From an optimization exercise on the open Yosys and OpenROAD flow, aimed at small area and a short achievable clock period; shortcuts taken in it are not production practice.
Function was checked by simulation only, so behaviour that the tests miss may differ from the original.
Power figures rest on the tool's default switching activity, not on a simulated workload.

==> flow/design.v (excerpt) <==
module vps_engine (
    input  wire        clk,
    input  wire        rst,         
    input  wire        fwd_en,
    input  wire        flush_en,
    input  wire        stall_en,
    output wire [11:0] imem_addr,
    input  wire [17:0] imem_data,
    output wire        rf_we,
    output wire [3:0]  rf_waddr,
    output wire [7:0]  rf_wdata,
    output wire        dm_we,
    output wire [7:0]  dm_addr,
    output wire [7:0]  dm_wdata,
    output wire        flag_z,
    output wire        flag_c,
    output wire        fault
);
For scale: roughly 7700 cells after synthesis, ~68 I/O pins, about 0.087 mm2 of cells after synthesis.
clock: 9.0 ns
lec_check: 0
cap_margin: 20
core_margin: 2
core_utilization: 55
cts_buf_list: sky130_fd_sc_hd__clkbuf_16
cts_cluster_diameter: 100
cts_cluster_size: 25
setup_slack_margin: 5.0
slew_margin: 20
synth_hierarchical: 1
tns_end_percent: 20
run.sh (not shown) runs the stock make flow with config.mk's settings and CLKGATE_MAP_FILE= SYNTH_SCRIPT=/design/flow/synth_recipe.tcl, a recipe that flattens the netlist after the stock synthesis.
==> next run, changes <==
Settings changed: CORE_UTILIZATION 55 to 65.
The changed run ran to the end with no violations.
Setup slack gets worse by 65 ps.
Power drops by 0.39%.
Final cell count came out lower by 3.0%.
Design area is about the same.
Wire length falls by 5.6%.
Clock-buffer cell count rises by 2.
Worst hold slack barely changes.
Synthesized cell count is unchanged.
==> next run, changes <==
Settings changed: CORE_UTILIZATION 65 to 55, CTS_CLUSTER_SIZE 25 to 30.
After rerunning:
- cell area is about the same
- critical path depth went up by 1
- via count goes down by about 1.7%
- sequential cell count does not change
- setup slack gets better by 57 ps
- synthesized area stays the same
- non-clock buffer count is higher by 27
- die area rose by about 18%
- total power fell by 1.2%
- clock-buffer cell count shrinks by 16
- routed wire length increases by about 6%
==> next run, changes <==
==> flow/flow/run.sh (new file) <==
#!/bin/bash
# The standard layout, with clock tree synthesis told not to add dummy
# loads (the same buffer list and clustering as config.mk asks for).
set -euo pipefail
export CTS_ARGS="-sink_clustering_enable -repair_clock_nets -dont_use_dummy_load -sink_clustering_size 25 -sink_clustering_max_diameter 100 -buf_list sky130_fd_sc_hd__clkbuf_16"
bash standard.sh > standard_flow.log 2>&1
==> flow/standard.sh (new file) <==
#!/bin/bash
# synth_recipe.tcl (not shown) runs the flow's synth.tcl, then flattens the netlist and writes it again
# the make line also repeats each setting of config.mk as NAME=value (left out here)
make -C /OpenROAD-flow-scripts/flow DESIGN_CONFIG=/design/flow/config.mk WORK_HOME=/design/flow/orfs CLKGATE_MAP_FILE= SYNTH_SCRIPT=/design/flow/synth_recipe.tcl "${@:-finish}"
Settings changed: CTS_CLUSTER_SIZE 30 to 25.
removed: flow/run.sh
The new run finished clean.
Worst setup slack is better by 41 ps.
Global-route usage rises by 0.17 points.
Worst hold slack barely changes.
Combinational power hardly moves.
Clock skew is higher by 44 ps.
Power went up by 1.0%.
Sequential share of layout area barely changes.
==> next run, changes <==
==> flow/run.sh (new file) <==
#!/bin/bash
# synth_recipe.tcl (not shown) runs the flow's synth.tcl, then flattens the netlist and writes it again
# the make line also repeats each setting of config.mk as NAME=value (left out here)
make -C /OpenROAD-flow-scripts/flow DESIGN_CONFIG=/design/flow/config.mk WORK_HOME=/design/flow/orfs CLKGATE_MAP_FILE= SYNTH_SCRIPT=/design/flow/synth_recipe.tcl finish
Settings changed: TNS_END_PERCENT 20 to 100.
removed: flow/flow/run.sh
removed: flow/standard.sh
- The new run finished clean
- worst setup slack got worse by 130 ps
- maximum frequency falls by a few percent
- critical path depth shrinks by 6

========
== v58 ==
vps_engine, a different RTL version from the one above (not shown whole).
Size: ~7700 cells after synthesis, roughly 2300 flip-flops, about 68 I/O pins.
==> flow/config.mk <==
export PLATFORM = sky130hd
export DESIGN_NAME = vps_engine
export DESIGN_NICKNAME = vps_engine
export VERILOG_FILES = /design/flow/design.v
export SDC_FILE = /design/flow/constraint.sdc
export NUM_CORES = 4
export LEC_CHECK = 0
export CAP_MARGIN = 20
export CORE_MARGIN = 2
export CORE_UTILIZATION = 55
export CTS_BUF_LIST = sky130_fd_sc_hd__clkbuf_16
export CTS_CLUSTER_DIAMETER = 100
export CTS_CLUSTER_SIZE = 25
export SETUP_SLACK_MARGIN = 5.0
export SLEW_MARGIN = 20
export SYNTH_HIERARCHICAL = 1
export TNS_END_PERCENT = 20
==> flow/constraint.sdc <==
create_clock -name core_clock -period 9.0 [get_ports {clk}]
set_input_delay 1.8000 -clock core_clock [delete_from_list [all_inputs] [get_ports {clk}]]
set_output_delay 1.8000 -clock core_clock [all_outputs]
set_load 0.01 [all_outputs]
Stock flow here: none of the scripts above is used.
v58: flow completed, timing, DRC and antenna clean
Setup changes, v58 to v55
- a change of TNS_END_PERCENT from 20 to 10
- a change of SETUP_SLACK_MARGIN from 5.0 to 4.8
- a change of CORE_UTILIZATION from 55 to 40
Findings:
Global-route total usage across every layer: higher on v58
Going from v58 to v55, maximum frequency fell by about 0.8%; largest fanout of any net on the critical path rose by 12.
v58 vs v55, kind of critical path: input port to output port vs input port to flip-flop
Critical-path cell with the highest stage delay: a222oi_1 -> v55, mux2_4 -> v58
> inputs changed (v55 -> v36)
- a change of SETUP_SLACK_MARGIN from 4.8 to 5.0
- a change of TNS_END_PERCENT from 10 to 20
Findings:
Per the comparison of v36 with v55, wire length on met1 now smaller, number of gates on the worst path with buffers counted now smaller. Of v36 and v55, the higher first-pass iteration count of the detailed router belongs to v36.

========
Another version of the RTL of vps_engine (not shown whole).
Size: roughly 7,700 cells after synthesis, ~2,300 flip-flops, roughly 68 I/O pins, about 0.087 mm2 of cells after synthesis.
Settings: LEC_CHECK=0, CAP_MARGIN=20, CORE_MARGIN=2, CORE_UTILIZATION=40, CTS_BUF_LIST=sky130_fd_sc_hd__clkbuf_16, CTS_CLUSTER_DIAMETER=100, CTS_CLUSTER_SIZE=25, SETUP_SLACK_MARGIN=5.0, SLEW_MARGIN=20, SYNTH_HIERARCHICAL=1, TNS_END_PERCENT=50; clock period 9.0 ns.
==> next run, changes <==
--- a/flow/config.mk
+++ b/flow/config.mk
@@ -9,3 +9,3 @@
 export CORE_MARGIN = 2
-export CORE_UTILIZATION = 40
+export CORE_UTILIZATION = 55
 export CTS_BUF_LIST = sky130_fd_sc_hd__clkbuf_16
@@ -16,2 +16,2 @@
 export SYNTH_HIERARCHICAL = 1
-export TNS_END_PERCENT = 50
+export TNS_END_PERCENT = 20
Outcome: Via count shrinks by 0.89%; hold slack improves by 0.0035 ns; count of clock-buffer cells in the layout shrinks by 2; design area shrinks by about 1.6%; core utilization grows by 16 points.
==> next run, changes <==
--- a/flow/config.mk
+++ b/flow/config.mk
@@ -9,3 +9,3 @@
 export CORE_MARGIN = 2
-export CORE_UTILIZATION = 55
+export CORE_UTILIZATION = 40
 export CTS_BUF_LIST = sky130_fd_sc_hd__clkbuf_16
=> The changed run went through all stages and came out clean. Synthesized cell count stays the same. Area after synthesis stays the same. Clock skew shrinks by 0.0076 ns.

static timing again, ports no longer ideal:
The results above use ideal ports. As a check the final layouts listed here were re-extracted and re-timed, cells and wires unchanged.
Step 1 assumes that a clkbuf_16 drives the clock port and a buf_2 every other input.
Step 2 adds t to the input delays and takes it off the output delays; t is the mean of the earliest and latest rising clock arrival at the registers after step 1. Input paths then give back, and output paths get back, about the clock's delay inside the block.
Slacks: ideal / step 1 / step 2; pairs: ideal / step 1.
| run | t (ns) | setup WS [ns] | clock arrival spread, ns | pins driven straight from the clock port |
|---|---|---|---|---|
| the first run of note 1 | 0.858 | 4.800 / 4.515 / 3.839 | 0.038 / 0.038 | 1 |
| the second run of note 1 | 0.852 | 4.735 / 4.445 / 3.794 | 0.046 / 0.046 | 1 |
| the third run of note 1 | 0.847 | 4.792 / 4.466 / 3.816 | 0.045 / 0.045 | 1 |
| the fourth run of note 1 | 0.836 | 4.832 / 4.555 / 3.793 | 0.087 / 0.087 | 1 |
| the fifth run of note 1 | 0.863 | 4.707 / 4.380 / 3.773 | 0.039 / 0.039 | 1 |
| v58 | 0.860 | 4.533 / 4.350 / 3.817 | 0.042 / 0.042 | 1 |
| v55 | 0.882 | 4.499 / 4.438 / 3.556 | 0.043 / 0.042 | 1 |
| v36 | 0.892 | 4.779 / 4.477 / 3.796 | 0.046 / 0.046 | 1 |
| the first run of note 3 | 0.869 | 4.659 / 4.409 / 3.768 | 0.050 / 0.049 | 1 |
| the second run of note 3 | 0.847 | 4.723 / 4.518 / 3.672 | 0.045 / 0.045 | 1 |
| the third run of note 3 | 0.869 | 4.637 / 4.397 / 3.608 | 0.046 / 0.046 | 1 |
After both steps setup and hold are still met in every run listed. For the second run of note 3, which loses most, drivers alone change the setup slack by -0.205 ns; drivers and shift together by -1.051 ns.
